This is an optimization exercise on Yosys and OpenROAD, whose aim is small area and a short achievable clock period, not a production implementation.
The RTL was checked by simulation tests, not by an equivalence proof against the original design.
Power figures rest on the tool's default switching activity, not on a simulated workload.

==> flow/design.v (outline; a module is shown in full before it is edited, if it fits) <==
// module dse_debounce: 20 lines
// module dse_square: 250 lines
// module dse_mac: 646 lines
// module dse_var1: 396 lines
// module dse_core: 362 lines
module dse_core (
    input  wire        clk,
    input  wire        rst,             
    input  wire        fine,            
    input  wire        coarse,          
    input  wire        sec,             
    input  wire        btnA_n,          
    input  wire        btnB_n,          
    input  wire        srst,            
    input  wire        bus_evt,         
    input  wire        bus_nack,
    input  wire        bus_data_ready,  
    input  wire        bus_stop,        
    input  wire [7:0]  bus_rdata,
    output wire [1:0]  mode_o,
    output wire        disp_req,
    output wire [4:0]  hours_o,
    output wire [5:0]  minutes_o,
    output wire [5:0]  seconds_o,
    output wire [15:0] avg_temp,
    output wire        avg_valid,
    output wire        sensor_fault,
    output wire [3:0]  sensor_state,
    output wire        cmd_valid,
    output wire [2:0]  cmd_kind,
    output wire [6:0]  cmd_addr,
    output wire [7:0]  cmd_data
);
  // ...
==> flow/run.sh <==
#!/bin/bash
# synth_recipe.tcl (not shown) runs the flow's synth.tcl, then flattens the netlist and writes it again
# the make line also repeats each setting of config.mk as NAME=value (left out here)
make -C /OpenROAD-flow-scripts/flow DESIGN_CONFIG=/design/flow/config.mk WORK_HOME=/design/flow/orfs CLKGATE_MAP_FILE= SYNTH_SCRIPT=/design/flow/synth_recipe.tcl finish
==> flow/config.mk <==
export PLATFORM = sky130hd
export DESIGN_NAME = dse_core
export DESIGN_NICKNAME = dse_core
export VERILOG_FILES = /design/flow/design.v
export SDC_FILE = /design/flow/constraint.sdc
export NUM_CORES = 4
export LEC_CHECK = 0
export CAP_MARGIN = 90
export CORE_MARGIN = 2
export CORE_UTILIZATION = 40
export SLEW_MARGIN = 90
==> flow/constraint.sdc <==
create_clock -name core_clock -period 45.0 [get_ports {clk}]
set_input_delay 9.0000 -clock core_clock [delete_from_list [all_inputs] [get_ports {clk}]]
set_output_delay 9.0000 -clock core_clock [all_outputs]
set_load 0.01 [all_outputs]
==> flow_summary.toml, run 1 <==
[logic_synthesis]
synth_flop_cell = "dfxtp_1"
synth_top_area_share_pct = 30.1
netlist_area_sq_um = 34800
ys_seq_elements = 229
synth.distinct_cells = 93
yosys.area_share.simple_pct = 19.5
netlist_top_cells_area = "fa_1 (30%), ha_1 (10%), dfxtp_1 (9.4%), inv_1 (7.8%), edfxtp_1 (5.6%)"
ys_async_sr_fraction_pct = 0
synth_area_per_cell_sq_um = 8.58
synth_edf_count = 65
synthMuxAreaShare_pct = 0.716
ys_top_cells_by_count = "inv_1 (720), fa_1 (523), nand2_1 (398)"
synth_cells = 4053
yosys.area.top_type = "fa_1"
synth_xor_area_share_pct = 5.04
yosysWarningCount = 3
synth_compound_area_share_pct = 9.20
synthMostInstantiatedCell = "inv_1"

[placed_design]
dp_cells = 6296
port_buffers = 76
place_congestion = 0.898
dp_slack_ps = 11960

[status]
haltStage = "global routing"
outcome = "did not finish"
first-error = "[ERROR GRT-0232] Routing congestion too high. Check the congestion heatmap in the GUI."

[cts]
cts_root_buffer = "clkbuf_16"
holdBufCountCts = 0
cts_max_level = 1
cts-buffers-inserted = 28
clock-sinks = 229
clock_path_buffers = 3
cts_resized = 0
cts_setup_buffers = 0

[floorplanning]
start_util_pct = 40.2
rows = 108
fp.dieW_um = 299
die_y_um = 299
num_io_pins = 81

[global_routing]
grtUsageTotal_pct = 77.3
grt_overflow_total = 2388
use_met1_pct = 74.1
top_usage_layer = "met2"
met2_usage_pct = 87.9
grt_max_degree = 18
==> inputs of run 2 (changes only) <==
--- a/flow/config.mk
+++ b/flow/config.mk
@@ -5,7 +5,7 @@
 export SDC_FILE = /design/flow/constraint.sdc
 export NUM_CORES = 4
 export LEC_CHECK = 0
-export CAP_MARGIN = 90
+export CAP_MARGIN = 20
 export CORE_MARGIN = 2
 export CORE_UTILIZATION = 40
-export SLEW_MARGIN = 90
+export SLEW_MARGIN = 20
==> run 2 against run 1 <==
Net effect: the run now finishes clean; synthesized cell count stayed put; synthesized area stayed put.
==> flow_summary.toml, run 2 <==
[logic_synthesis]
ys_async_sr_fraction_pct = 0
synthMostInstantiatedCell = "inv_1"
netlist_top_cells_area = "fa_1 (30%), ha_1 (10%), dfxtp_1 (9.4%), inv_1 (7.8%), edfxtp_1 (5.6%)"
yosys.area.top_type = "fa_1"
synth-seq-area-share_pct = 15.0
synth_flop_cell = "dfxtp_1"
synth_cells = 4053
ys_seq_elements = 229
ys_top_cells_by_count = "inv_1 (720), fa_1 (523), nand2_1 (398)"
synth_area_per_cell_sq_um = 8.58
synth.distinct_cells = 93
synth_edf_count = 65
netlist_area_sq_um = 34800
yosysWarningCount = 3
synth_top_area_share_pct = 30.1

[route]
drt_iter0_drc = 1409
post_drt_wl_per_cell_um = 17.8
vias_per_cell = 5.14
drt_wl_total_um = 92400
postRouteAntennaNets = 0
drcViolationCount = 0
num_vias = 26700
drt_pass1_iterations = 6

[cts]
cts-buffers-inserted = 28
clock-sinks = 229
cts_resized = 0
clock_path_buffers = 3
cts_setup_buffers = 0
clk_pin_slew_ps = 70
cts_max_level = 1
holdBufCountCts = 0
cts_root_buffer = "clkbuf_16"
clock_latency_ps = 630
cts_tree = "yes"

[critical_path]
crit_family = "adder cells"
cpPeakStageDelay_ps = 770
rrSetupSlack_ps = 33890
required_ps = 36000
critPathMostFrequentCell = "fa_1"
crit_type = "register to output pin"
arrival_ps = 11720
end_kind = "output pin"
critPathLaunchType = "register"
crit_buf_inv = 5
cp_slowest_cell = "nor3_1"
worstPathMaxFanout = 9

[cells_and_area]
top_regs = "u_q (24), dd_q (20), d0_q (17)"
finalNonFillerCells = 5192
final_nets = 4849
layout_common_cells = "inv_1 (720), fa_1 (523), nand2_1 (398)"
num_antenna_cells = 0
area_delta_synth_final_pct = 7.84
largest_reg_flops = 24
fillCellCount = 8794
regMostFlops = "u_q"
final_common_cell = "inv_1"
drive_gt1_share_pct = 4.31

[status]
outcome = "finished clean"

[global_routing]
antenna_found_initial = 1
grt_overflow_total = 0
grt_max_degree = 60
grt_first_pass_wirelength_um = 152000
grt_pass1_vias = 27900
grtUsageTotal_pct = 21.3

[floorplanning]
coreArea_sq_um = 86500
die-area_sq_um = 89300
start_util_pct = 40.2
die_y_um = 299
rows = 108
num_io_pins = 81
fp.dieW_um = 299

[power_and_ir_drop]
p_per_area_nw_per_um2 = 19.7
vdd_drop_max_mv = 0.0271
p_leak_nw = 17.2

[sta]
final_max_slew_viol_count = 0
fin_crit_sh_pct = 46.0
rsz0062_at_grt = "false"
layout_min_cycle_time_ps = 20720
setup_viol = 0
fmax_ghz = 0.0483
hold_ws_ps = 421
maxSlewHeadroom_pct = 25.4
timing_hold_violations_final = 0
fin_skew_ps = 73.9
fin_tns_setup_ps = 0
worst_pin_slew_ps = 1120

[placed_design]
dp_cells = 5140
place_congestion = 0.898
port_buffers = 76
dp_hpwl_um = 71500

[run]
cap_viol_max_count = 0

[worst_hold_path]
min_path_type = "register to register"
-- run 2: cell counts after synthesis --
Identical to the previous run, type by type.
-- run 2: cells by family (layout without fill, tap and decap cells) --
logic type	Yosys count	after routing	share of synthesized area [%]
buffers and inverters	904	887	9.90
other	1	2	0.0108
AOI/OAI and AO/OA	499	499	9.20
adders and majority gates	814	814	40.6
muxes	24	24	0.716
DFF	229	229	15.0
xor gates and xnor gates	200	200	5.04
and+or+nand+nor	1382	1382	19.5
-- run 2: final timing paths --
| kind | startpoint | endpoint | cells after the start |
|---|---|---|---|
| min reg2reg | cal_t3[15]$_DFFE_PP_ | y_q[15]$_DFF_P_ | 2 |
| min | cal_t3[15]$_DFFE_PP_ | y_q[15]$_DFF_P_ | 2 |
| max | d0_q[8]$_SDFFCE_PP0P_ | avg_temp[6] | 33 |
| max reg2reg | d0_q[8]$_SDFFCE_PP0P_ | r[3]$_SDFFE_PP0P_ | 31 |
-- run 2: tightest hold or removal path: cells and delay by family, from the launching register on --
kind             cells  cell delay, ps
DFF                  1             320
and+or+nand+nor      2              80
-- run 2: report_power, final --
group | switching [W] | leakage (nW) | total, W | internal (W)
registers | 0.00000144 | 1.91 | 0.000214 | 0.000213
logic | 0.000165 | 14.8 | 0.000286 | 0.000121
clock network | 0.000104 | 0.462 | 0.000239 | 0.000135
total | 0.000270 | 17.2 | 0.000739 | 0.000469
-- run 2: stage by stage --
stage,total power (W),cell area (sq um),util [%],setup slack (ps)
after floorplan,0.000433,34800,-,27050
after global placement,0.000501,36500,42.2,25080
after detailed placement,0.000502,36500,42.2,25080
after CTS,0.000746,37500,43.4,24280
after global routing,0.000791,37500,43.4,23750
final,0.000739,37500,43.4,24280
-- run 2: routing by layer --
layer  vias to the layer above  routed length [um]  global-route usage (%)
met5                         -                   0                       0
met4                         0                2370                    5.49
met3                       133                5100                    2.65
met2                       690               43100                    35.6
met1                     13200               41800                    29.1
li1                      12700                   -                       -
-- run 2: layout make-up --
| type | count | area [sq um] | share of cell area (%) |
|---|---|---|---|
| timing repair buffer | 109 | 1000 | 2.68 |
| inverter | 726 | 2730 | 7.26 |
| clock inverter | 21 | 243 | 0.647 |
| multi-input combinational | 2921 | 26100 | 69.7 |
| clock buffer | 31 | 722 | 1.92 |
| sequential | 229 | 5240 | 14.0 |
| tap | 1155 | 1450 | 3.85 |
==> inputs of run 3 (changes only) <==
--- a/flow/config.mk
+++ b/flow/config.mk
@@ -5,7 +5,7 @@
 export SDC_FILE = /design/flow/constraint.sdc
 export NUM_CORES = 4
 export LEC_CHECK = 0
-export CAP_MARGIN = 20
+export CAP_MARGIN = 60
 export CORE_MARGIN = 2
 export CORE_UTILIZATION = 40
-export SLEW_MARGIN = 20
+export SLEW_MARGIN = 60
==> run 3 against run 2 <==
Net effect: worst hold slack worse by 1.3 ps; critical endpoint is now avg_temp[7]; core utilization up 0.24 points; still clean; combinational power about the same; largest power group unchanged; highest routed layer unchanged; die area unchanged; design area up 0.56%; total power down 0.15%; wire length up 0.52%; register-to-register slack better by 460 ps.
==> flow_summary.toml, run 3 <==
[power_and_ir_drop]
total_power_w = 0.000738
p_leak_nw = 17.2
p_clk_share_pct = 32.1
p_int_w = 0.000471
seqPwrFrac_pct = 29.0
vdd_drop_max_mv = 0.0262
swShare_pct = 36.2
p_sw_w = 0.000267
p_per_area_nw_per_um2 = 19.6
comb_power_share_pct = 38.9

[cells_and_area]
largest_reg_flops = 24
top_regs = "u_q (24), dd_q (20), d0_q (17)"
drive_gt1_share_pct = 5.47
area_delta_synth_final_pct = 8.45
num_antenna_cells = 0
final_nets = 4852
regMostFlops = "u_q"
final_area_sq_um = 37700
final_common_cell = "inv_1"
layout_common_cells = "inv_1 (719), fa_1 (523), nand2_1 (397)"

[sta]
layout_min_cycle_time_ps = 20300
final_max_slew_viol_count = 0
maxSlewHeadroom_pct = 59.6
hold_ws_ps = 419
rsz0062_at_grt = "false"
fin_tns_setup_ps = 0
fin_crit_sh_pct = 45.1
fmax_ghz = 0.0493
timing_hold_violations_final = 0
worst_pin_slew_ps = 603
fin_skew_ps = 92.9
setup_viol = 0

[route]
post_drt_wl_per_cell_um = 17.9
drt_pass1_iterations = 5
vias_per_cell = 5.15
drcViolationCount = 0
drt_wl_total_um = 92900
num_vias = 26700
drt_iter0_drc = 1468
postRouteAntennaNets = 0

[logic_synthesis]
yosysWarningCount = 3
synth_edf_count = 65
synthMostInstantiatedCell = "inv_1"
synth_top_area_share_pct = 30.1
synth_area_per_cell_sq_um = 8.58
ys_top_cells_by_count = "inv_1 (720), fa_1 (523), nand2_1 (398)"
ys_seq_elements = 229
netlist_area_sq_um = 34800
synth.distinct_cells = 93
netlist_top_cells_area = "fa_1 (30%), ha_1 (10%), dfxtp_1 (9.4%), inv_1 (7.8%), edfxtp_1 (5.6%)"
synth-seq-area-share_pct = 15.0
yosys.area.top_type = "fa_1"
synth_flop_cell = "dfxtp_1"
ys_async_sr_fraction_pct = 0
synth_cells = 4053

[global_routing]
grt_first_pass_wirelength_um = 153000
antenna_found_initial = 0
grt_pass1_vias = 28200
grt_max_degree = 60
grt_overflow_total = 0
grtUsageTotal_pct = 21.4

[cts]
cts_tree = "yes"
holdBufCountCts = 0
cts_setup_buffers = 0
cts-buffers-inserted = 28
cts_max_level = 1
clock_path_buffers = 3
clock-sinks = 229
clock_latency_ps = 650
cts_root_buffer = "clkbuf_16"
clk_pin_slew_ps = 70
cts_resized = 0

[critical_path]
arrival_ps = 11300
end_kind = "output pin"
crit_type = "register to output pin"
rr_worst_depth = 32
reg2reg_from = "d0_q[1]$_SDFFCE_PP0P_"
r2r_end = "r[3]$_SDFFE_PP0P_"
cp_slowest_cell = "ha_1"
worstPathMaxFanout = 17
rrSetupSlack_ps = 34350
critPathLaunchType = "register"
required_ps = 36000
cpPeakStageDelay_ps = 560
critPathMostFrequentCell = "fa_1"

[floorplanning]
num_io_pins = 81
rows = 108
start_util_pct = 40.2
fp.dieW_um = 299
die_y_um = 299
die-area_sq_um = 89300
coreArea_sq_um = 86500

[placed_design]
port_buffers = 76
dpl_cell_area_sq_um = 36700
dp_hpwl_um = 71600
place_congestion = 0.898

[worst_hold_path]
holdPathStages = 2
min_path_type = "register to register"
hp-start = "cal_t3[15]$_DFFE_PP_"
min_to = "y_q[15]$_DFF_P_"

[run]
cap_viol_max_count = 0

[status]
outcome = "finished clean"
==> run 3: kinds of logic after synthesis <==
family / count (synthesis) / share of synthesized area [%]
and+or+nand+nor: 1382 / 19.5
buffers and inverters: 904 / 9.90
adders and majority gates: 814 / 40.6
AOI/OAI and AO/OA: 499 / 9.20
DFF: 229 / 15.0
xor gates and xnor gates: 200 / 5.04
muxes: 24 / 0.716
other: 1 / 0.0108
==> run 3: worst max-delay path, delay by kind of cell, from the launching register on <==
kind            cells  cell delay (ps)
simple gates        9             1960
xor+xnor            1              450
compound gates     10             2940
fa+ha+maj           8             3640
flops               1              490
buf+inv             5             1180
==> run 3: power by group through the flow <==
stage / Sequential [W] / Combinational [W] / Clock (W)
floorplan: 0.000218 / 0.000215 / 0
global placement: 0.000219 / 0.000283 / 0
detailed placement: 0.000218 / 0.000284 / 0
CTS: 0.000214 / 0.000287 / 0.000243
global route: 0.000214 / 0.000328 / 0.000250
finish: 0.000214 / 0.000287 / 0.000237
==> run 3: layer usage <==
layer / GRT usage [%] / up-vias / wire [um]
met4: 6.48 / 0 / 2880
met1: 29.2 / 13200 / 42200
met5: 0 / - / 0
met2: 35.3 / 651 / 42900
met3: 2.89 / 151 / 4950
li1: - / 12700 / -
==> run 3: through the flow <==
stage	utilization [%]	setup WS, ps	cells
finish	43.6	24700	5194
global route	43.6	24240	5194
CTS	43.5	24670	5193
detailed placement	42.4	25450	5142
global placement	42.2	25080	5140
floorplan	-	27050	4054
==> run 3: layout make-up <==
type | count | area, sq um
Clock buffer | 36 | 761
Clock inverter | 15 | 185
Fill cell | 8717 | 48800
Inverter | 726 | 2730
Multi-Input combinational cell | 2921 | 26300
Sequential cell | 229 | 5250
Tap cell | 1155 | 1450
Timing Repair Buffer | 112 | 1030
==> run 3: worst max-delay path by stage <==
stage	start	end	slack (ps)
finish	d0_q[1]$_SDFFCE_PP0P_	avg_temp[7]	24700
global route	d0_q[1]$_SDFFCE_PP0P_	avg_temp[12]	24240
CTS	d0_q[1]$_SDFFCE_PP0P_	avg_temp[12]	24670
detailed placement	d0_q[1]$_SDFFCE_PP0P_	avg_temp[12]	25450
global placement	d0_q[1]$_SDFFCE_PP0P_	avg_temp[5]	25080
floorplan	d0_q[3]$_SDFFCE_PP0P_	avg_temp[13]	27050
==> inputs of run 4 (changes only) <==
--- a/flow/config.mk
+++ b/flow/config.mk
@@ -7,5 +7,6 @@
 export LEC_CHECK = 0
 export CAP_MARGIN = 60
 export CORE_MARGIN = 2
-export CORE_UTILIZATION = 40
+export CORE_UTILIZATION = 60
+export GPL_TIMING_DRIVEN = 1
 export SLEW_MARGIN = 60
==> run 4 against run 3 <==
Net effect: critical path depth is the same; fmax grew 0.45%; worst hold slack gained 9.2 ps; non-clock buffer count shrank 3; critical endpoint is now avg_temp[5]; global-route usage grew 11 points; sequential share of layout area grew 0.19 points; wire length grew 1.8%; register-to-register slack gained 130 ps; still clean; total power grew 0.51%; clock skew shrank 49 ps; first-iteration DRC count grew 27%.
==> flow_summary.toml, run 4 <==
[placed_design]
place_congestion = 0.954
dp_hpwl_um = 73800
dp_slack_ps = 25260
port_buffers = 76
dpl_cell_area_sq_um = 36200

[floorplanning]
fp.dieW_um = 245
rows = 88
die-area_sq_um = 59900
coreArea_sq_um = 57500
start_util_pct = 60.5
die_y_um = 245
num_io_pins = 81

[cells_and_area]
drive_gt1_share_pct = 5.50
final_area_sq_um = 37200
layout_common_cells = "inv_1 (719), fa_1 (523), nand2_1 (397)"
regMostFlops = "u_q"
largest_reg_flops = 24
final_nets = 4848
final_common_cell = "inv_1"
area_delta_synth_final_pct = 7.05
top_regs = "u_q (24), dd_q (20), d0_q (17)"
num_antenna_cells = 0

[power_and_ir_drop]
swShare_pct = 35.3
p_leak_nw = 17.2
comb_power_share_pct = 38.3
p_clk_share_pct = 32.9
vdd_drop_max_mv = 0.0316
p_per_area_nw_per_um2 = 19.9
p_sw_w = 0.000262
p_int_w = 0.000480
seqPwrFrac_pct = 28.8

[critical_path]
setup.worst_path.end = "avg_temp[5]"
critPathLaunchType = "register"
crit_type = "register to output pin"
reg2reg_from = "d0_q[1]$_SDFFCE_PP0P_"
critPathMostFrequentCell = "fa_1"
cp-startpoint = "d0_q[1]$_SDFFCE_PP0P_"
rrSetupSlack_ps = 34480
cpPeakStageDelay_ps = 580
cp_slowest_cell = "edfxtp_1"
required_ps = 36000
arrival_ps = 11210
worstPathMaxFanout = 23
rr_worst_depth = 33
r2r_end = "r[3]$_SDFFE_PP0P_"
end_kind = "output pin"

[sta]
maxSlewHeadroom_pct = 58.2
timing_hold_violations_final = 0
fin_crit_sh_pct = 44.9
worst_slack_ps = 24790
worst_pin_slew_ps = 627
layout_min_cycle_time_ps = 20210
rsz0062_at_grt = "false"
final_max_slew_viol_count = 0
fmax_ghz = 0.0495
hold_ws_ps = 429
setup_viol = 0
fin_tns_setup_ps = 0
fin_skew_ps = 43.5

[cts]
cts_root_buffer = "clkbuf_16"
cts_max_level = 1
cts_setup_buffers = 0
holdBufCountCts = 0
cts_tree = "yes"
cts-buffers-inserted = 27
clock_latency_ps = 590
clk_pin_slew_ps = 70
clock-sinks = 229
clock_path_buffers = 3
cts_resized = 0

[logic_synthesis]
ys_async_sr_fraction_pct = 0
yosysWarningCount = 3
yosys.area.top_type = "fa_1"
synth_edf_count = 65
synthMostInstantiatedCell = "inv_1"
synth_cells = 4053
synth_top_area_share_pct = 30.1
netlist_area_sq_um = 34800
ys_seq_elements = 229
netlist_top_cells_area = "fa_1 (30%), ha_1 (10%), dfxtp_1 (9.4%), inv_1 (7.8%), edfxtp_1 (5.6%)"
ys_top_cells_by_count = "inv_1 (720), fa_1 (523), nand2_1 (398)"
synth-seq-area-share_pct = 15.0
synth_flop_cell = "dfxtp_1"
synth.distinct_cells = 93
synth_area_per_cell_sq_um = 8.58

[route]
drt_iter0_drc = 1862
num_vias = 27600
drcViolationCount = 0
drt_pass1_iterations = 6
drt_wl_total_um = 94600
vias_per_cell = 5.75
postRouteAntennaNets = 0
post_drt_wl_per_cell_um = 19.7

[status]
outcome = "finished clean"

[global_routing]
grt_pass1_vias = 29000
grt_first_pass_wirelength_um = 156000
grtUsageTotal_pct = 32.7
grt_max_degree = 60
grt_overflow_total = 0
antenna_found_initial = 1

[worst_hold_path]
min_path_type = "register to register"

[run]
cap_viol_max_count = 0
==> run 4: cell count changes in the layout (fill, tap and decap cells not counted), sizes merged <==
| cell | before | now |
|---|---|---|
| clkbuf | 36 | 33 |
| clkinv | 16 | 12 |
| inv | 720 | 722 |
| clkinvlp | 2 | 4 |
| clkdlybuf4s50 | 75 | 71 |
| bufinv | 3 | 5 |
==> run 4: logic make-up after synthesis <==
logic type | Yosys count | synth area share [%]
adder cells (fa/ha/maj) | 814 | 40.6
buffers and inverters | 904 | 9.90
AO/OA/AOI/OAI | 499 | 9.20
AND/OR/NAND/NOR | 1382 | 19.5
multiplexers | 24 | 0.716
flip-flops | 229 | 15.0
XOR/XNOR | 200 | 5.04
other | 1 | 0.0108
==> run 4: how the worst min path moves through the flow <==
stage / to / slack (ps) / cells past startpoint / from
floorplan: y_q[0]$_DFF_P_ / 410 / 2 / cal_t3[0]$_DFFE_PP_
global placement: y_q[0]$_DFF_P_ / 420 / 2 / cal_t3[0]$_DFFE_PP_
detailed placement: y_q[14]$_DFF_P_ / 420 / 2 / cal_t3[14]$_DFFE_PP_
CTS: y_q[1]$_DFF_P_ / 430 / 2 / cal_t3[1]$_DFFE_PP_
global route: y_q[1]$_DFF_P_ / 450 / 2 / cal_t3[1]$_DFFE_PP_
finish: y_q[1]$_DFF_P_ / 430 / 2 / cal_t3[1]$_DFFE_PP_
==> run 4: stage by stage <==
stage	power (W)	utilization, %	instances
after floorplan	0.000433	-	4054
after CTS	0.000743	64.7	4798
after global placement	0.000489	62.7	4746
final	0.000742	64.8	4799
after detailed placement	0.000497	63.0	4749
after global routing	0.000789	64.8	4799
==> run 4: critical path: cells and delay by family, from the launching register on <==
kind	cells	cell delay (ps)
flip-flops	1	580
adder cells (fa/ha/maj)	8	3600
XOR/XNOR	1	430
buffers and inverters	4	880
AO/OA/AOI/OAI	11	3220
AND/OR/NAND/NOR	9	1910
==> run 4: power by group through the flow <==
stage	Sequential, W	Clock [W]	Combinational, W
6_report	0.000214	0.000244	0.000284
5_1_grt	0.000214	0.000256	0.000319
4_1_cts	0.000214	0.000248	0.000281
3_5_place_dp	0.000219	0	0.000279
3_3_place_gp	0.000219	0	0.000270
2_1_floorplan	0.000218	0	0.000215
==> run 4: final cells by class <==
class,count,area [sq um]
sequential,229,5250
tap,765,957
inverter,726,2730
clock inverter,17,248
timing repair buffer,109,986
fill,4937,20200
clock buffer,32,736
multi-input combinational,2921,26300
==> run 4: routing by layer <==
layer	GRT usage, %	wire, um	vias to the layer above
met5	0	0	-
met4	7.84	2320	0
met3	3.76	6850	155
met2	53.2	43700	1054
met1	46.9	41700	13700
li1	-	-	12700
==> inputs of run 5 (changes only) <==
--- a/flow/config.mk
+++ b/flow/config.mk
@@ -5,8 +5,8 @@
 export SDC_FILE = /design/flow/constraint.sdc
 export NUM_CORES = 4
 export LEC_CHECK = 0
-export CAP_MARGIN = 60
+export CAP_MARGIN = 40
 export CORE_MARGIN = 2
 export CORE_UTILIZATION = 60
 export GPL_TIMING_DRIVEN = 1
-export SLEW_MARGIN = 60
+export SLEW_MARGIN = 40
==> run 5 against run 4 <==
Net effect: flip-flop and latch count unchanged; clock skew decreased by 19 ps; cell count about the same; clock power about the same; non-clock buffer count decreased by 4; sequential power about the same; synthesized area unchanged; combinational power about the same; register-to-register slack got worse by 420 ps; critical path depth unchanged; die area unchanged; critical endpoint unchanged; largest power group unchanged; highest routed layer unchanged.
==> flow_summary.toml, run 5 <==
[cells_and_area]
num_antenna_cells = 0
area_delta_synth_final_pct = 6.43
regMostFlops = "u_q"
drive_gt1_share_pct = 4.61
top_regs = "u_q (24), dd_q (20), d0_q (17)"
post-route-util_pct = 64.4
final_common_cell = "inv_1"
final_nets = 4844
multi_input_comb_area_sq_um = 26200
seq_area_sq_um = 5240
fillCellCount = 4991
largest_reg_flops = 24
layout_common_cells = "inv_1 (720), fa_1 (523), nand2_1 (398)"

[cts]
cts_root_buffer = "clkbuf_16"
holdBufCountCts = 0
cts_max_level = 1
cts_tree = "yes"
cts_resized = 0
clock_latency_ps = 590
cts-buffers-inserted = 27
clock-sinks = 229
cts_setup_buffers = 0
clock_path_buffers = 3
clk_pin_slew_ps = 60

[global_routing]
grtUsageTotal_pct = 32.5
antenna_found_initial = 1
grt_pass1_vias = 29000
grt_overflow_total = 0
grt_first_pass_wirelength_um = 155000
grt_max_degree = 60

[route]
num_vias = 27700
postRouteAntennaNets = 0
dr_wl_met2_um = 43500
drcViolationCount = 0
routed.top_layer = "met4"
drt_iter0_drc = 1874
route.met3.wl_um = 7110
vias_per_cell = 5.77
met1_length_um = 41400
post_drt_wl_per_cell_um = 19.7
drt_wl_total_um = 94300
drt_pass1_iterations = 6

[critical_path]
critPathLaunchType = "register"
reg2reg_from = "d0_q[1]$_SDFFCE_PP0P_"
required_ps = 36000
end_kind = "output pin"
cp_slowest_cell = "xnor2_1"
arrival_ps = 11600
worstPathMaxFanout = 23
rr_worst_depth = 33
rrSetupSlack_ps = 34060
critPathMostFrequentCell = "fa_1"
r2r_end = "r[3]$_SDFFE_PP0P_"
cpPeakStageDelay_ps = 720
crit_type = "register to output pin"

[logic_synthesis]
synth_flop_cell = "dfxtp_1"
yosys.area_share.simple_pct = 19.5
synthMuxAreaShare_pct = 0.716
ys_async_sr_fraction_pct = 0
synth_cells = 4053
yosysWarningCount = 3
synth_area_per_cell_sq_um = 8.58
synthAdderAreaFrac_pct = 40.6
synth_edf_count = 65
synth_top_area_share_pct = 30.1
netlist_top_cells_area = "fa_1 (30%), ha_1 (10%), dfxtp_1 (9.4%), inv_1 (7.8%), edfxtp_1 (5.6%)"
synth_top_family_by_area = "adder cells"
yosys.area.top_type = "fa_1"
ys_top_cells_by_count = "inv_1 (720), fa_1 (523), nand2_1 (398)"
ys_seq_elements = 229
synth.distinct_cells = 93
synth-seq-area-share_pct = 15.0
synthMostInstantiatedCell = "inv_1"
synth_compound_area_share_pct = 9.20
netlist_area_sq_um = 34800
synth_xor_area_share_pct = 5.04

[worst_hold_path]
holdPathStages = 2
hp-start = "cal_t3[0]$_DFFE_PP_"
min_to = "y_q[0]$_DFF_P_"
min_path_type = "register to register"

[sta]
layout_min_cycle_time_ps = 20600
fmax_ghz = 0.0485
fin_tns_setup_ps = 0
fin_skew_ps = 24.0
worst_pin_slew_ps = 892
maxSlewHeadroom_pct = 40.1
setup_viol = 0
final_max_slew_viol_count = 0
rsz0062_at_grt = "false"
timing_hold_violations_final = 0
fin_crit_sh_pct = 45.8

[status]
outcome = "finished clean"

[floorplanning]
die-area_sq_um = 59900
fp.dieW_um = 245
rows = 88
coreArea_sq_um = 57500
num_io_pins = 81
die_y_um = 245
start_util_pct = 60.5

[placed_design]
place_congestion = 0.954
port_buffers = 76
dp_hpwl_um = 73600

[power_and_ir_drop]
p_leak_nw = 17.2
vdd_drop_max_mv = 0.0279
p_per_area_nw_per_um2 = 20.0

[run]
cap_viol_max_count = 0
## run 5: power breakdown
group          leakage [nW]  switching (W)  total (W)  internal [W]
clock                 0.481      0.0000984   0.000242      0.000144
combinational          14.8       0.000162   0.000283      0.000121
sequential             1.91     0.00000143   0.000214      0.000213
## run 5: through the flow
| stage | hold slack (ps) | setup slack (ps) | total power [W] | instances | instance area (sq um) |
|---|---|---|---|---|---|
| final | 435 | 24400 | 0.000739 | 4796 | 37000 |
| after global routing | 458 | 23960 | 0.000788 | 4796 | 37000 |
| after CTS | 434 | 24430 | 0.000740 | 4796 | 37000 |
| after detailed placement | 417 | 25110 | 0.000497 | 4746 | 36000 |
| after global placement | 415 | 24970 | 0.000489 | 4746 | 36000 |
| after floorplan | 408 | 27050 | 0.000433 | 4054 | 34800 |
## run 5: cell type report
class | instances | share of cell area, %
clock buffers | 29 | 1.90
clock inverters | 21 | 0.730
inverters | 726 | 7.36
multi-input cells | 2921 | 70.7
flip-flops and latches | 229 | 14.2
well taps | 765 | 2.59
repair buffers | 105 | 2.58
## run 5: worst max path at each step
| stage | from | cells after the start | endpoint | slack (ps) |
|---|---|---|---|---|
| after CTS | d0_q[1]$_SDFFCE_PP0P_ | 34 | avg_temp[4] | 24430 |
| after floorplan | d0_q[3]$_SDFFCE_PP0P_ | 37 | avg_temp[13] | 27050 |
| after global placement | d0_q[1]$_SDFFCE_PP0P_ | 33 | avg_temp[5] | 24970 |
| final | d0_q[1]$_SDFFCE_PP0P_ | 33 | avg_temp[5] | 24400 |
| after global routing | d0_q[1]$_SDFFCE_PP0P_ | 38 | avg_temp[12] | 23960 |
| after detailed placement | d0_q[1]$_SDFFCE_PP0P_ | 33 | avg_temp[5] | 25110 |
## run 5: routing by layer
layer	global-route usage [%]	up-vias
met4	8.11	0
met1	46.8	13800
met5	0	-
met3	3.76	164
li1	-	12700
met2	52.5	1071
## run 5: kinds of logic after synthesis
group / count (synthesis)
AND/OR/NAND/NOR: 1382
buffers and inverters: 904
adder cells (fa/ha/maj): 814
AO/OA/AOI/OAI: 499
flip-flops: 229
XOR/XNOR: 200
multiplexers: 24
other: 1
## run 5: critical path: cells and delay by family, from the launching register on
family	cells	cell delay [ps]
adders and majority gates	8	3630
and+or+nand+nor	9	2060
buffers and inverters	4	910
AOI/OAI and AO/OA	11	3140
xor gates and xnor gates	1	720
DFF	1	550
==> module dse_core, before the edit <==
module dse_core (
    input  wire        clk,
    input  wire        rst,             
    input  wire        fine,            
    input  wire        coarse,          
    input  wire        sec,             
    input  wire        btnA_n,          
    input  wire        btnB_n,          
    input  wire        srst,            
    input  wire        bus_evt,         
    input  wire        bus_nack,
    input  wire        bus_data_ready,  
    input  wire        bus_stop,        
    input  wire [7:0]  bus_rdata,
    output wire [1:0]  mode_o,
    output wire        disp_req,
    output wire [4:0]  hours_o,
    output wire [5:0]  minutes_o,
    output wire [5:0]  seconds_o,
    output wire [15:0] avg_temp,
    output wire        avg_valid,
    output wire        sensor_fault,
    output wire [3:0]  sensor_state,
    output wire        cmd_valid,
    output wire [2:0]  cmd_kind,
    output wire [6:0]  cmd_addr,
    output wire [7:0]  cmd_data
);
    localparam [6:0]   SLAVE_ADDR      = 7'h76;
    localparam [7:0]   REG_CALIB       = 8'h88;
    localparam [7:0]   REG_CTRL_MEAS   = 8'hF4;
    localparam [7:0]   CTRL_MEAS_VALUE = 8'h21;
    localparam [7:0]   REG_STATUS      = 8'hF3;
    localparam [7:0]   REG_TEMP        = 8'hFA;
    localparam integer IDLE_TIMEOUT    = 300;
    localparam [1:0] M_TEMP = 2'd0, M_CLOCK = 2'd1, M_EHOUR = 2'd2, M_EMIN = 2'd3;
    localparam [3:0] PS_READ_CAL   = 4'd0,
                     PS_WRITE_CAL  = 4'd1,
                     PS_CFG_DONE   = 4'd2,
                     PS_STAT_CFG   = 4'd3,
                     PS_STATUS     = 4'd4,
                     PS_WAIT_MEAS  = 4'd5,
                     PS_START_READ = 4'd6,
                     PS_READING    = 4'd7,
                     PS_ERROR      = 4'd8;
    localparam [2:0] K_SEND_SINGLE = 3'b000,
                     K_SEND_START  = 3'b001,
                     K_SEND_FINISH = 3'b011,
                     K_RECV_SINGLE = 3'b100,
                     K_RECV_START  = 3'b101,
                     K_RECV_CONT   = 3'b110,
                     K_RECV_FINISH = 3'b111;
    wire       doneA, doneB;
    wire [8:0] durA;
    wire [5:0] durB;
    dse_debounce #(.W(9)) u_dbA (
        .clk(clk), .rst(rst), .fine(fine), .pin_n(btnA_n), .done(doneA), .dur(durA));
    dse_debounce #(.W(6)) u_dbB (
        .clk(clk), .rst(rst), .fine(fine), .pin_n(btnB_n), .done(doneB), .dur(durB));
    reg [1:0] mode;
    reg [8:0] idle_cnt;
    wire durA_1_50    = (durA <= 9'd50);      
    wire durA_1_90    = (durA <= 9'd90);
    wire durA_100_300 = (durA >= 9'd100) && (durA <= 9'd300);
    always @(posedge clk) begin
        if (rst) begin
            mode     <= M_TEMP;
            idle_cnt <= 9'd0;
        end else if (fine) begin
            if (mode == M_CLOCK) begin
                if (idle_cnt == IDLE_TIMEOUT - 1) begin
                    mode     <= M_TEMP;
                    idle_cnt <= 9'd0;
                end else begin
                    idle_cnt <= idle_cnt + 9'd1;
                end
            end else if (doneA) begin
                case (mode)
                    M_TEMP: begin
                        if (durA_1_90)         mode <= M_CLOCK;
                        else if (durA_100_300) mode <= M_EHOUR;
                    end
                    M_EHOUR: if (durA_1_50) mode <= M_EMIN;
                    M_EMIN:  if (durA_1_50) mode <= M_TEMP;
                    default: ;
                endcase
            end
        end
    end
    reg [4:0] hh;
    reg [5:0] mm, ss;
    reg [4:0] hh1;
    reg [5:0] mm1, ss1;
    always @(*) begin
        hh1 = hh; mm1 = mm; ss1 = ss;
        if (sec) begin
            if (ss == 6'd59) begin
                ss1 = 6'd0;
                if (mm == 6'd59) begin
                    mm1 = 6'd0;
                    hh1 = (hh == 5'd23) ? 5'd0 : hh + 5'd1;
                end else begin
                    mm1 = mm + 6'd1;
                end
            end else begin
                ss1 = ss + 6'd1;
            end
        end
    end
    wire inc_b = doneB && (durB <= 6'd50);    
    always @(posedge clk) begin
        if (rst) begin
            hh <= 5'd0;
            mm <= 6'd0;
            ss <= 6'd0;
        end else begin
            hh <= hh1;
            mm <= mm1;
            ss <= ss1;
            if (inc_b && mode == M_EHOUR)
                hh <= (hh1 == 5'd23) ? 5'd0 : hh1 + 5'd1;
            if (inc_b && mode == M_EMIN)
                mm <= (mm1 == 6'd59) ? 6'd0 : mm1 + 6'd1;
        end
    end
    reg  [3:0]  ps;
    reg  [2:0]  byte_idx;
    reg         burst;         
    reg  [16:0] d0_q;          
    reg  [15:0] cal_t1;
    reg  [15:0] cal_t2;
    reg  [15:0] cal_t3;
    reg         cal_valid;
    reg         cmd_v;
    reg  [2:0]  cmd_k;
    reg  [7:0]  cmd_d;
    wire ps_waiting = (ps == PS_WRITE_CAL) || (ps == PS_STAT_CFG) || (ps == PS_STATUS) ||
                      (ps == PS_WAIT_MEAS) || (ps == PS_START_READ) || (ps == PS_READING);
    wire ps_idle    = (ps == PS_READ_CAL) || (ps == PS_CFG_DONE);
    wire ev_srst   = srst;
    wire ev_nack   = !srst && bus_evt && bus_nack && (ps != PS_ERROR);
    wire ev_bus    = !srst && bus_evt && !bus_nack && ps_waiting;
    wire ev_coarse = coarse && ps_idle;    
    wire status_ready = bus_rdata[0];
    wire sample_valid = ev_bus && (ps == PS_READING) && byte_idx[0];
    always @(posedge clk) begin
        if (rst) begin
            ps        <= PS_READ_CAL;
            byte_idx  <= 3'd0;
            burst     <= 1'b0;
            cal_valid <= 1'b0;
            cmd_v     <= 1'b0;
            cmd_k     <= 3'd0;
            cmd_d     <= 8'd0;
        end else begin
            cmd_v <= 1'b0;
            cmd_k <= 3'd0;
            cmd_d <= 8'd0;
            if (ev_srst) begin
                ps       <= cal_valid ? PS_CFG_DONE : PS_READ_CAL;
                byte_idx <= 3'd0;
                burst    <= 1'b0;
            end else if (ev_nack) begin
                ps <= PS_ERROR;
            end else if (ev_bus) begin
                case (ps)
                    PS_WRITE_CAL: begin
                        if (!burst) begin
                            cmd_v <= 1'b1; cmd_k <= K_RECV_START;
                            burst <= 1'b1;
                        end else begin
                            case (byte_idx)
                                3'd0: cal_t1[7:0]  <= bus_rdata;
                                3'd1: cal_t1[15:8] <= bus_rdata;
                                3'd2: cal_t2[7:0]  <= bus_rdata;
                                3'd3: cal_t2[15:8] <= bus_rdata;
                                3'd4: cal_t3[7:0]  <= bus_rdata;
                                default: cal_t3[15:8] <= bus_rdata;
                            endcase
                            if (byte_idx == 3'd5) begin
                                cal_valid <= 1'b1;
                                ps        <= PS_CFG_DONE;
                                byte_idx  <= 3'd0;
                                burst     <= 1'b0;
                            end else begin
                                byte_idx <= byte_idx + 3'd1;
                                cmd_v <= 1'b1;
                                cmd_k <= (byte_idx == 3'd4) ? K_RECV_FINISH : K_RECV_CONT;
                            end
                        end
                    end
                    PS_STAT_CFG: begin
                        cmd_v <= 1'b1; cmd_k <= K_SEND_FINISH; cmd_d <= CTRL_MEAS_VALUE;
                        ps <= PS_STATUS;
                    end
                    PS_STATUS: begin
                        cmd_v <= 1'b1; cmd_k <= K_SEND_SINGLE; cmd_d <= REG_STATUS;
                        ps <= PS_WAIT_MEAS;
                        burst <= 1'b0;
                    end
                    PS_WAIT_MEAS: begin
                        if (!burst) begin
                            cmd_v <= 1'b1; cmd_k <= K_RECV_SINGLE;
                            burst <= 1'b1;
                        end else if (status_ready) begin
                            cmd_v <= 1'b1; cmd_k <= K_SEND_SINGLE; cmd_d <= REG_TEMP;
                            ps <= PS_START_READ;
                            burst <= 1'b0;
                        end else begin
                            cmd_v <= 1'b1; cmd_k <= K_SEND_SINGLE; cmd_d <= REG_STATUS;
                            burst <= 1'b0;
                        end
                    end
                    PS_START_READ: begin
                        cmd_v <= 1'b1; cmd_k <= K_RECV_START;
                        ps <= PS_READING;
                        byte_idx <= 3'd0;
                        burst    <= 1'b1;
                    end
                    PS_READING: begin
                        if (!byte_idx[0]) begin
                            d0_q <= {{1'b0, bus_rdata} - {1'b0, cal_t1[15:8]} - {8'd0, |cal_t1[7:0]},
                                     8'd0 - cal_t1[7:0]};
                            cmd_v <= 1'b1; cmd_k <= K_RECV_FINISH;
                            byte_idx <= 3'd1;
                        end else begin
                            d0_q     <= 17'd0;
                            ps       <= PS_CFG_DONE;
                            byte_idx <= 3'd0;
                            burst    <= 1'b0;
                        end
                    end
                    default: ;
                endcase
            end else if (ev_coarse) begin
                if (ps == PS_READ_CAL) begin
                    cmd_v <= 1'b1; cmd_k <= K_SEND_SINGLE; cmd_d <= REG_CALIB;
                    ps <= PS_WRITE_CAL;
                end else begin
                    cmd_v <= 1'b1; cmd_k <= K_SEND_START; cmd_d <= REG_CTRL_MEAS;
                    ps <= PS_STAT_CFG;
                end
                byte_idx <= 3'd0;
                burst    <= 1'b0;
            end
        end
    end
    reg        [19:0] dd_q;        
    reg        [23:0] u_q;         
    reg        [15:0] y_q;         
    reg               pend;        
    reg               pub;         
    reg        [3:0]  count;
    reg signed [13:0] q;
    reg        [3:0]  r;
    reg        [15:0] avg_hold;
    reg               avg_v;
    wire [8:0]  lo9  = {1'b0, d0_q[7:0]} + {1'b0, bus_rdata};
    wire [8:0]  hr1  = d0_q[16:8] + 9'd1;
    wire [8:0]  hi9  = lo9[8] ? hr1 : d0_q[16:8];
    wire [16:0] dgen = {hi9, lo9[7:0]};
    wire [31:0] sqa, sqb;
    dse_square u_sq (.d(dgen), .sa(sqa), .sb(sqb));
    wire [31:0] sq = sqa + sqb;
    wire [20:0] mx = {1'b0, dd_q} | {{4{d0_q[16]}}, d0_q};
    wire [15:0] my = y_q;
    wire [37:0] za = {u_q, 14'd0};
    wire [37:0] pa, pb;
    dse_mac u_mac (.x(mx), .y(my), .za(za), .pa(pa), .pb(pb));
    wire [33:0] va, vb;
    wire [33:0] q19 = {q[13], q, 19'd0};
    dse_var1 u_v1 (.a(pa[33:0]), .a2(pb[33:0]), .a3(q19), .b(bus_rdata), .t(cal_t2),
                   .va(va), .vb(vb));
    wire [33:0] v = va + vb;
    always @(posedge clk) begin
        dd_q <= sample_valid ? sq[31:12] : 20'd0;
        y_q  <= sample_valid ? cal_t3 : cal_t2;
        u_q  <= sample_valid ? v[33:10]  : 24'd0;
    end
    wire [37:0]        w     = pa + pb;
    wire signed [14:0] s0    = w[37:23];              
    wire        [8:0]  b9    = w[22:14];
    wire        [11:0] th;                            
    assign th[0]  = 1'b1;
    assign th[11] = 1'b0;
    assign th[1] = (b9 >= 9'd26);
    assign th[2] = (b9 >= 9'd77);
    assign th[3] = (b9 >= 9'd128);
    assign th[4] = (b9 >= 9'd180);
    assign th[5] = (b9 >= 9'd231);
    assign th[6] = (b9 >= 9'd282);
    assign th[7] = (b9 >= 9'd333);
    assign th[8] = (b9 >= 9'd384);
    assign th[9] = (b9 >= 9'd436);
    assign th[10] = (b9 >= 9'd487);
    wire        [3:0]  h     = th[1] + th[2] + th[3] + th[4] + th[5] +
                               th[6] + th[7] + th[8] + th[9] + th[10];
    wire        [3:0]  r10   = 4'd10 - r;
    wire               e0    = th[r10];               
    wire               g0    = (r == 4'd0) && !th[1];             
    wire               g10   = th[r10] && !th[r10 + 4'd1];        
    wire        [4:0]  g     = r + h;
    wire        [3:0]  rn    = e0 ? g - 5'd10 : g[3:0];
    wire               neg   = s0[14] && !((&s0) && e0);
    wire        [1:0]  inc   = {1'b0, e0} + {1'b0, neg && !g0 && !g10};
    wire signed [15:0] s0x   = {s0[14], s0};
    wire signed [15:0] fq    = s0x + e0;
    wire signed [15:0] avg_u = s0x + inc;
    wire signed [15:0] q_lo  = q - 16'sd400;
    wire signed [15:0] q_hi  = q + 16'sd850;
    wire signed [15:0] q_lm  = q - 16'sd401;
    wire               c_lo  = (s0x < q_lm) || ((s0x == q_lm) && !th[10]);
    wire               c_hi  = (s0x > q_hi) || ((s0x == q_hi) && th[1]);
    wire signed [15:0] avg_lo = q_lo + ((q_lo < 0) && (r != 4'd0));
    wire signed [15:0] avg_hi = q_hi + ((q_hi < 0) && (r != 4'd0));
    wire        [15:0] avg_c = c_lo ? avg_lo : c_hi ? avg_hi : avg_u;
    always @(posedge clk) begin
        if (rst) begin
            pend     <= 1'b0;
            pub      <= 1'b0;
            count    <= 4'd0;
            q        <= 14'sd0;
            r        <= 4'd0;
            avg_hold <= 16'd0;
            avg_v    <= 1'b0;
        end else begin
            pend <= sample_valid;
            if (sample_valid) begin
                pub  <= (count == 4'd9);
                if (count == 4'd9) begin
                    avg_v <= 1'b1;
                    count <= 4'd0;
                end else begin
                    count <= count + 4'd1;
                end
            end
            if (pend) begin
                if (pub) begin
                    q        <= 14'sd0;
                    r        <= 4'd0;
                    avg_hold <= avg_c;
                end else begin
                    q <= c_lo ? q_lo[13:0] : c_hi ? q_hi[13:0] : fq[13:0];
                    r <= (c_lo || c_hi) ? r : rn;
                end
            end
        end
    end
    assign mode_o       = mode;
    assign disp_req     = (mode != M_TEMP);
    assign hours_o      = hh;
    assign minutes_o    = mm;
    assign seconds_o    = ss;
    assign avg_temp     = (pend && pub) ? avg_c : avg_hold;
    assign avg_valid    = avg_v;
    assign sensor_fault = (ps == PS_ERROR);
    assign sensor_state = ps;
    assign cmd_valid    = cmd_v;
    assign cmd_kind     = cmd_k;
    assign cmd_addr     = cmd_v ? SLAVE_ADDR : 7'd0;
    assign cmd_data     = cmd_d;
endmodule
==> inputs of run 6 (changes only) <==
--- a/flow/design.v
+++ b/flow/design.v
@@ -1310,6 +1310,230 @@
     assign va = {sm_c190, sm_c189, sm_c188, sm_c187, sm_c186, sm_c185, sm_c184, sm_c183, sm_c182, sm_c181, sm_c180, sm_c179, sm_c178, sm_c177, sm_c176, sm_c175, sm_c174, sm_c173, sm_c172, sm_c171, sm_c170, sm_c169, sm_c168, sm_c167, sm_c166, sm_c165, sm_c164, sm_c163, sm_c162, sm_c161, sm_c160, sm_c159, sm_c158, sm_s158};
     assign vb = {sm_s191, sm_s190, sm_s189, sm_s188, sm_s187, sm_s186, sm_s185, sm_s184, sm_s183, sm_s182, sm_s181, sm_s180, sm_s179, sm_s178, sm_s177, sm_s176, sm_s175, sm_s174, sm_s173, sm_s172, sm_s171, sm_s170, sm_s169, sm_s168, sm_s167, sm_s166, sm_s165, sm_s164, sm_s163, sm_s162, sm_s161, sm_s160, sm_s159, sm_s124};
 endmodule
+module dse_add34 (input wire [33:0] a, input wire [33:0] b, input wire cin, output wire [33:10] s);
+    wire [33:0] p = a ^ b;
+    wire [33:0] g0 = a & b;
+    wire gc0 = g0[0] | (p[0] & cin);
+    wire gg0 = g0[1] | (p[1] & gc0);
+    wire gg1 = g0[3] | (p[3] & g0[2]);
+    wire pp1 = p[3] & p[2];
+    wire gg2 = g0[5] | (p[5] & g0[4]);
+    wire pp2 = p[5] & p[4];
+    wire gg3 = g0[7] | (p[7] & g0[6]);
+    wire pp3 = p[7] & p[6];
+    wire gg4 = g0[9] | (p[9] & g0[8]);
+    wire pp4 = p[9] & p[8];
+    wire gg5 = g0[11] | (p[11] & g0[10]);
+    wire pp5 = p[11] & p[10];
+    wire gg6 = g0[13] | (p[13] & g0[12]);
+    wire pp6 = p[13] & p[12];
+    wire gg7 = g0[15] | (p[15] & g0[14]);
+    wire pp7 = p[15] & p[14];
+    wire gg8 = g0[17] | (p[17] & g0[16]);
+    wire pp8 = p[17] & p[16];
+    wire gg9 = g0[19] | (p[19] & g0[18]);
+    wire pp9 = p[19] & p[18];
+    wire gg10 = g0[21] | (p[21] & g0[20]);
+    wire pp10 = p[21] & p[20];
+    wire gg11 = g0[23] | (p[23] & g0[22]);
+    wire pp11 = p[23] & p[22];
+    wire gg12 = g0[25] | (p[25] & g0[24]);
+    wire pp12 = p[25] & p[24];
+    wire gg13 = g0[27] | (p[27] & g0[26]);
+    wire pp13 = p[27] & p[26];
+    wire gg14 = g0[29] | (p[29] & g0[28]);
+    wire pp14 = p[29] & p[28];
+    wire gg15 = g0[31] | (p[31] & g0[30]);
+    wire pp15 = p[31] & p[30];
+    wire gg16 = g0[33] | (p[33] & g0[32]);
+    wire pp16 = p[33] & p[32];
+    wire gg17 = gg1 | (pp1 & gg0);
+    wire gg18 = gg3 | (pp3 & gg2);
+    wire pp18 = pp3 & pp2;
+    wire gg19 = gg5 | (pp5 & gg4);
+    wire pp19 = pp5 & pp4;
+    wire gg20 = gg7 | (pp7 & gg6);
+    wire pp20 = pp7 & pp6;
+    wire gg21 = gg9 | (pp9 & gg8);
+    wire pp21 = pp9 & pp8;
+    wire gg22 = gg11 | (pp11 & gg10);
+    wire pp22 = pp11 & pp10;
+    wire gg23 = gg13 | (pp13 & gg12);
+    wire pp23 = pp13 & pp12;
+    wire gg24 = gg15 | (pp15 & gg14);
+    wire pp24 = pp15 & pp14;
+    wire gg25 = gg18 | (pp18 & gg17);
+    wire gg26 = gg20 | (pp20 & gg19);
+    wire pp26 = pp20 & pp19;
+    wire gg27 = gg22 | (pp22 & gg21);
+    wire pp27 = pp22 & pp21;
+    wire gg28 = gg24 | (pp24 & gg23);
+    wire pp28 = pp24 & pp23;
+    wire gg29 = gg26 | (pp26 & gg25);
+    wire gg30 = gg28 | (pp28 & gg27);
+    wire pp30 = pp28 & pp27;
+    wire gg31 = gg30 | (pp30 & gg29);
+    wire gg32 = gg27 | (pp27 & gg29);
+    wire gg33 = gg19 | (pp19 & gg25);
+    wire gg34 = gg21 | (pp21 & gg29);
+    wire gg35 = gg23 | (pp23 & gg32);
+    wire gg36 = gg2 | (pp2 & gg17);
+    wire gg37 = gg4 | (pp4 & gg25);
+    wire gg38 = gg6 | (pp6 & gg33);
+    wire gg39 = gg8 | (pp8 & gg29);
+    wire gg40 = gg10 | (pp10 & gg34);
+    wire gg41 = gg12 | (pp12 & gg32);
+    wire gg42 = gg14 | (pp14 & gg35);
+    wire gg43 = gg16 | (pp16 & gg31);
+    wire gg44 = g0[2] | (p[2] & gg0);
+    wire gg45 = g0[4] | (p[4] & gg17);
+    wire gg46 = g0[6] | (p[6] & gg36);
+    wire gg47 = g0[8] | (p[8] & gg25);
+    wire gg48 = g0[10] | (p[10] & gg37);
+    wire gg49 = g0[12] | (p[12] & gg33);
+    wire gg50 = g0[14] | (p[14] & gg38);
+    wire gg51 = g0[16] | (p[16] & gg29);
+    wire gg52 = g0[18] | (p[18] & gg39);
+    wire gg53 = g0[20] | (p[20] & gg34);
+    wire gg54 = g0[22] | (p[22] & gg40);
+    wire gg55 = g0[24] | (p[24] & gg32);
+    wire gg56 = g0[26] | (p[26] & gg41);
+    wire gg57 = g0[28] | (p[28] & gg35);
+    wire gg58 = g0[30] | (p[30] & gg42);
+    wire gg59 = g0[32] | (p[32] & gg31);
+    assign s[10] = p[10] ^ gg37;
+    assign s[11] = p[11] ^ gg48;
+    assign s[12] = p[12] ^ gg33;
+    assign s[13] = p[13] ^ gg49;
+    assign s[14] = p[14] ^ gg38;
+    assign s[15] = p[15] ^ gg50;
+    assign s[16] = p[16] ^ gg29;
+    assign s[17] = p[17] ^ gg51;
+    assign s[18] = p[18] ^ gg39;
+    assign s[19] = p[19] ^ gg52;
+    assign s[20] = p[20] ^ gg34;
+    assign s[21] = p[21] ^ gg53;
+    assign s[22] = p[22] ^ gg40;
+    assign s[23] = p[23] ^ gg54;
+    assign s[24] = p[24] ^ gg32;
+    assign s[25] = p[25] ^ gg55;
+    assign s[26] = p[26] ^ gg41;
+    assign s[27] = p[27] ^ gg56;
+    assign s[28] = p[28] ^ gg35;
+    assign s[29] = p[29] ^ gg57;
+    assign s[30] = p[30] ^ gg42;
+    assign s[31] = p[31] ^ gg58;
+    assign s[32] = p[32] ^ gg31;
+    assign s[33] = p[33] ^ gg59;
+endmodule
+module dse_add32 (input wire [31:0] a, input wire [31:0] b, input wire cin, output wire [31:12] s);
+    wire [31:0] p = a ^ b;
+    wire [31:0] g0 = a & b;
+    wire gc0 = g0[0] | (p[0] & cin);
+    wire gg0 = g0[1] | (p[1] & gc0);
+    wire gg1 = g0[3] | (p[3] & g0[2]);
+    wire pp1 = p[3] & p[2];
+    wire gg2 = g0[5] | (p[5] & g0[4]);
+    wire pp2 = p[5] & p[4];
+    wire gg3 = g0[7] | (p[7] & g0[6]);
+    wire pp3 = p[7] & p[6];
+    wire gg4 = g0[9] | (p[9] & g0[8]);
+    wire pp4 = p[9] & p[8];
+    wire gg5 = g0[11] | (p[11] & g0[10]);
+    wire pp5 = p[11] & p[10];
+    wire gg6 = g0[13] | (p[13] & g0[12]);
+    wire pp6 = p[13] & p[12];
+    wire gg7 = g0[15] | (p[15] & g0[14]);
+    wire pp7 = p[15] & p[14];
+    wire gg8 = g0[17] | (p[17] & g0[16]);
+    wire pp8 = p[17] & p[16];
+    wire gg9 = g0[19] | (p[19] & g0[18]);
+    wire pp9 = p[19] & p[18];
+    wire gg10 = g0[21] | (p[21] & g0[20]);
+    wire pp10 = p[21] & p[20];
+    wire gg11 = g0[23] | (p[23] & g0[22]);
+    wire pp11 = p[23] & p[22];
+    wire gg12 = g0[25] | (p[25] & g0[24]);
+    wire pp12 = p[25] & p[24];
+    wire gg13 = g0[27] | (p[27] & g0[26]);
+    wire pp13 = p[27] & p[26];
+    wire gg14 = g0[29] | (p[29] & g0[28]);
+    wire pp14 = p[29] & p[28];
+    wire gg15 = g0[31] | (p[31] & g0[30]);
+    wire pp15 = p[31] & p[30];
+    wire gg16 = gg1 | (pp1 & gg0);
+    wire gg17 = gg3 | (pp3 & gg2);
+    wire pp17 = pp3 & pp2;
+    wire gg18 = gg5 | (pp5 & gg4);
+    wire pp18 = pp5 & pp4;
+    wire gg19 = gg7 | (pp7 & gg6);
+    wire pp19 = pp7 & pp6;
+    wire gg20 = gg9 | (pp9 & gg8);
+    wire pp20 = pp9 & pp8;
+    wire gg21 = gg11 | (pp11 & gg10);
+    wire pp21 = pp11 & pp10;
+    wire gg22 = gg13 | (pp13 & gg12);
+    wire pp22 = pp13 & pp12;
+    wire gg23 = gg15 | (pp15 & gg14);
+    wire pp23 = pp15 & pp14;
+    wire gg24 = gg17 | (pp17 & gg16);
+    wire gg25 = gg19 | (pp19 & gg18);
+    wire pp25 = pp19 & pp18;
+    wire gg26 = gg21 | (pp21 & gg20);
+    wire pp26 = pp21 & pp20;
+    wire gg27 = gg23 | (pp23 & gg22);
+    wire pp27 = pp23 & pp22;
+    wire gg28 = gg25 | (pp25 & gg24);
+    wire gg29 = gg27 | (pp27 & gg26);
+    wire pp29 = pp27 & pp26;
+    wire gg30 = gg29 | (pp29 & gg28);
+    wire gg31 = gg26 | (pp26 & gg28);
+    wire gg32 = gg18 | (pp18 & gg24);
+    wire gg33 = gg20 | (pp20 & gg28);
+    wire gg34 = gg22 | (pp22 & gg31);
+    wire gg35 = gg2 | (pp2 & gg16);
+    wire gg36 = gg4 | (pp4 & gg24);
+    wire gg37 = gg6 | (pp6 & gg32);
+    wire gg38 = gg8 | (pp8 & gg28);
+    wire gg39 = gg10 | (pp10 & gg33);
+    wire gg40 = gg12 | (pp12 & gg31);
+    wire gg41 = gg14 | (pp14 & gg34);
+    wire gg42 = g0[2] | (p[2] & gg0);
+    wire gg43 = g0[4] | (p[4] & gg16);
+    wire gg44 = g0[6] | (p[6] & gg35);
+    wire gg45 = g0[8] | (p[8] & gg24);
+    wire gg46 = g0[10] | (p[10] & gg36);
+    wire gg47 = g0[12] | (p[12] & gg32);
+    wire gg48 = g0[14] | (p[14] & gg37);
+    wire gg49 = g0[16] | (p[16] & gg28);
+    wire gg50 = g0[18] | (p[18] & gg38);
+    wire gg51 = g0[20] | (p[20] & gg33);
+    wire gg52 = g0[22] | (p[22] & gg39);
+    wire gg53 = g0[24] | (p[24] & gg31);
+    wire gg54 = g0[26] | (p[26] & gg40);
+    wire gg55 = g0[28] | (p[28] & gg34);
+    wire gg56 = g0[30] | (p[30] & gg41);
+    assign s[12] = p[12] ^ gg32;
+    assign s[13] = p[13] ^ gg47;
+    assign s[14] = p[14] ^ gg37;
+    assign s[15] = p[15] ^ gg48;
+    assign s[16] = p[16] ^ gg28;
+    assign s[17] = p[17] ^ gg49;
+    assign s[18] = p[18] ^ gg38;
+    assign s[19] = p[19] ^ gg50;
+    assign s[20] = p[20] ^ gg33;
+    assign s[21] = p[21] ^ gg51;
+    assign s[22] = p[22] ^ gg39;
+    assign s[23] = p[23] ^ gg52;
+    assign s[24] = p[24] ^ gg31;
+    assign s[25] = p[25] ^ gg53;
+    assign s[26] = p[26] ^ gg40;
+    assign s[27] = p[27] ^ gg54;
+    assign s[28] = p[28] ^ gg34;
+    assign s[29] = p[29] ^ gg55;
+    assign s[30] = p[30] ^ gg41;
+    assign s[31] = p[31] ^ gg56;
+endmodule
 module dse_core (
     input  wire        clk,
     input  wire        rst,             
@@ -1573,7 +1797,8 @@
     wire [16:0] dgen = {hi9, lo9[7:0]};
     wire [31:0] sqa, sqb;
     dse_square u_sq (.d(dgen), .sa(sqa), .sb(sqb));
-    wire [31:0] sq = sqa + sqb;
+    wire [31:12] sq;
+    dse_add32 u_add_sq (.a(sqa), .b(sqb), .cin(1'b0), .s(sq));
     wire [20:0] mx = {1'b0, dd_q} | {{4{d0_q[16]}}, d0_q};
     wire [15:0] my = y_q;
     wire [37:0] za = {u_q, 14'd0};
@@ -1583,7 +1808,8 @@
     wire [33:0] q19 = {q[13], q, 19'd0};
     dse_var1 u_v1 (.a(pa[33:0]), .a2(pb[33:0]), .a3(q19), .b(bus_rdata), .t(cal_t2),
                    .va(va), .vb(vb));
-    wire [33:0] v = va + vb;
+    wire [33:10] v;
+    dse_add34 u_add_v (.a(va), .b(vb), .cin(1'b0), .s(v));
     always @(posedge clk) begin
         dd_q <= sample_valid ? sq[31:12] : 20'd0;
         y_q  <= sample_valid ? cal_t3 : cal_t2;
--- a/flow/config.mk
+++ b/flow/config.mk
@@ -5,8 +5,9 @@
 export SDC_FILE = /design/flow/constraint.sdc
 export NUM_CORES = 4
 export LEC_CHECK = 0
-export CAP_MARGIN = 40
+export ABC_AREA = 1
+export CAP_MARGIN = 75
 export CORE_MARGIN = 2
 export CORE_UTILIZATION = 60
 export GPL_TIMING_DRIVEN = 1
-export SLEW_MARGIN = 40
+export SLEW_MARGIN = 75
==> run 6 against run 5 <==
Net effect: still clean on timing, DRC and antenna; via count grew 6.1%; synthesized area grew 0.94%; non-clock buffer count grew 39; flip-flop and latch count is the same; critical path depth grew 14; combinational power is essentially flat; setup slack gained 1300 ps; total power shrank 0.63%; die area grew 0.92%; clock-buffer cell count grew 15; clock power is essentially flat.
==> flow_summary.toml, run 6 <==
[global_routing]
grt_overflow_total = 0
top_usage_layer = "met2"
grtUsageTotal_pct = 34.7
met3_usage_pct = 7.16
met2_usage_pct = 52.5
antenna_found_initial = 1
grt_pass1_vias = 29200
use_met1_pct = 51.7
grt_max_degree = 45
grt_first_pass_wirelength_um = 162000

[route]
drt_wl_total_um = 101000
vias_per_cell = 5.40
postRouteAntennaNets = 0
num_vias = 29400
post_drt_wl_per_cell_um = 18.6
drcViolationCount = 0
drt_pass1_iterations = 5
drt_iter0_drc = 2590

[critical_path]
required_ps = 36000
crit_type = "register to output pin"
critPathMostFrequentCell = "nand2_1"
rrSetupSlack_ps = 35460
cpPeakStageDelay_ps = 580
critPathLaunchType = "register"
worstPathMaxFanout = 9
cp_slowest_cell = "clkdlybuf4s50_1"
arrival_ps = 10260
end_kind = "output pin"

[logic_synthesis]
yosysWarningCount = 3
synth-seq-area-share_pct = 14.9
yosys.area_share.simple_pct = 20.2
synth_flop_cell = "dfxtp_1"
netlist_area_sq_um = 35100
yosys.area.top_type = "fa_1"
synth_cells = 4605
ys_top_cells_by_count = "inv_1 (1112), nand2_1 (926), nor2_1 (553)"
synth_top_area_share_pct = 31.1
ys_seq_elements = 229
synth_area_per_cell_sq_um = 7.62
synthAdderAreaFrac_pct = 41.4
ys_async_sr_fraction_pct = 0
synthMuxAreaShare_pct = 0.0285
synth_compound_area_share_pct = 6.34
synth_edf_count = 65
synth_top_family_by_area = "adder cells"
netlist_top_cells_area = "fa_1 (31%), inv_1 (12%), ha_1 (10%), nand2_1 (9.9%), dfxtp_1 (9.4%)"
synth.distinct_cells = 64
synthMostInstantiatedCell = "inv_1"
synth_xor_area_share_pct = 3.35

[floorplanning]
start_util_pct = 60.7
die-area_sq_um = 60500
num_io_pins = 81
rows = 88
die_y_um = 246
coreArea_sq_um = 57800
fp.dieW_um = 246

[run]
cap_viol_max_count = 0

[sta]
fmax_ghz = 0.0519
setup_viol = 0
rsz0062_at_grt = "false"
fin_tns_setup_ps = 0
fin_skew_ps = 55.0
fin_crit_sh_pct = 42.8
final_max_slew_viol_count = 0
timing_hold_violations_final = 0
layout_min_cycle_time_ps = 19260
hold_ws_ps = 437

[cells_and_area]
largest_reg_flops = 24
area_delta_synth_final_pct = 9.28
multi_input_comb_area_sq_um = 25600
drive_gt1_share_pct = 6.20
top_regs = "u_q (24), dd_q (20), d0_q (17)"
fillCellCount = 5196
finalNonFillerCells = 5440
num_antenna_cells = 0
layout_common_cells = "inv_1 (1095), nand2_1 (924), fa_1 (545)"
final_common_cell = "inv_1"
final_nets = 5506
regMostFlops = "u_q"
seq_area_sq_um = 5270
post-route-util_pct = 66.4

[placed_design]
dp_cells = 5375
dp_hpwl_um = 82200
port_buffers = 76
place_congestion = 0.970

[worst_hold_path]
min_path_type = "register to register"

[cts]
clock_path_buffers = 3
holdBufCountCts = 0
clock-sinks = 229
cts-buffers-inserted = 30
clock_latency_ps = 630
cts_tree = "yes"
cts_max_level = 1
cts_resized = 0
cts_root_buffer = "clkbuf_16"
cts_setup_buffers = 0
clk_pin_slew_ps = 60

[status]
outcome = "finished clean"

[power_and_ir_drop]
p_leak_nw = 19.9
p_per_area_nw_per_um2 = 19.1
vdd_drop_max_mv = 0.0381
## run 6: cell type report
cell class,count,share of cell area [%]
clock buffer,44,2.17
clock inverter,11,0.355
inverter,1138,11.2
sequential,229,13.7
multi-input combinational,3109,66.6
timing repair buffer,144,3.45
tap,765,2.49
## run 6: report_power, final
group          internal [W]  switching [W]  leakage (nW)
Sequential         0.000213     0.00000167          1.92
Clock              0.000140      0.0000994         0.474
Combinational      0.000114       0.000166          17.5
## run 6: stage by stage
stage / worst slack (ps) / power (W) / cell area, sq um
floorplan: 28530 / 0.000426 / 35100
global placement: 25620 / 0.000485 / 36600
detailed placement: 26580 / 0.000497 / 37200
CTS: 25850 / 0.000739 / 38200
global route: 25250 / 0.000794 / 38400
finish: 25740 / 0.000734 / 38400
## run 6: logic make-up after synthesis
group | after synthesis
XOR/XNOR | 123
multiplexers | 1
flip-flops | 229
AND/OR/NAND/NOR | 1750
other | 1
adder cells (fa/ha/maj) | 834
AO/OA/AOI/OAI | 399
buffers and inverters | 1268
## run 6: worst paths after layout
path                          startpoint                 to  cells after the start
setup reg to reg  d0_q[11]$_SDFFCE_PP0P_  r[3]$_SDFFE_PP0P_                     40
hold / removal       cal_t3[2]$_DFFE_PP_     y_q[2]$_DFF_P_                      2
hold reg to reg      cal_t3[2]$_DFFE_PP_     y_q[2]$_DFF_P_                      2
setup / recovery  d0_q[11]$_SDFFCE_PP0P_       avg_temp[10]                     47
## run 6: per-layer routing
layer | up-vias | share of wire, %
li1 | 13800 | -
met1 | 14100 | 45
met2 | 1270 | 43
met3 | 155 | 10
met4 | 2 | 1.8
met5 | - | 0.014
## run 6: worst max-delay path: cells and delay by family, from the launching register on
kind / cells / cell delay, ps
buffers and inverters: 10 / 1840
adders and majority gates: 10 / 3600
AOI/OAI and AO/OA: 4 / 650
DFF: 1 / 490
xor gates and xnor gates: 1 / 150
and+or+nand+nor: 22 / 2880

[re-timing with driven ports]
Ports are ideal in the flow. The routed layouts listed here were re-timed in OpenROAD.
Step 1, drivers: a clkbuf_16 drives clk and a buf_2 each remaining input, both assumed.
Step 2 adds t to the input delays and takes it off the output delays; t is the mean of the earliest and latest rising clock arrival at the registers after step 1. Input paths then give back, and output paths get back, about the clock's delay inside the block.
a / b / c = no drivers / after step 1 / after step 2; a / b = the first two.
| run | t, ns | setup slack, ns | clock arrival spread, ns | slew at the worst register clock pin (ns) | worst data-port slew with drivers (ns) |
|---|---|---|---|---|---|
| run 2 | 0.658 | 24.282 / 24.215 / 24.873 | 0.075 / 0.074 | 0.07 / 0.07 | 0.06 |
| run 3 | 0.666 | 24.702 / 24.637 / 25.303 | 0.093 / 0.092 | 0.07 / 0.07 | 0.07 |
| run 4 | 0.628 | 24.792 / 24.734 / 25.362 | 0.043 / 0.044 | 0.07 / 0.07 | 0.04 |
| run 5 | 0.637 | 24.399 / 24.337 / 24.974 | 0.024 / 0.024 | 0.07 / 0.07 | 0.03 |
| run 6 | 0.668 | 25.743 / 25.680 / 26.348 | 0.055 / 0.055 | 0.06 / 0.06 | 0.03 |
After both steps every run listed still meets setup and hold.
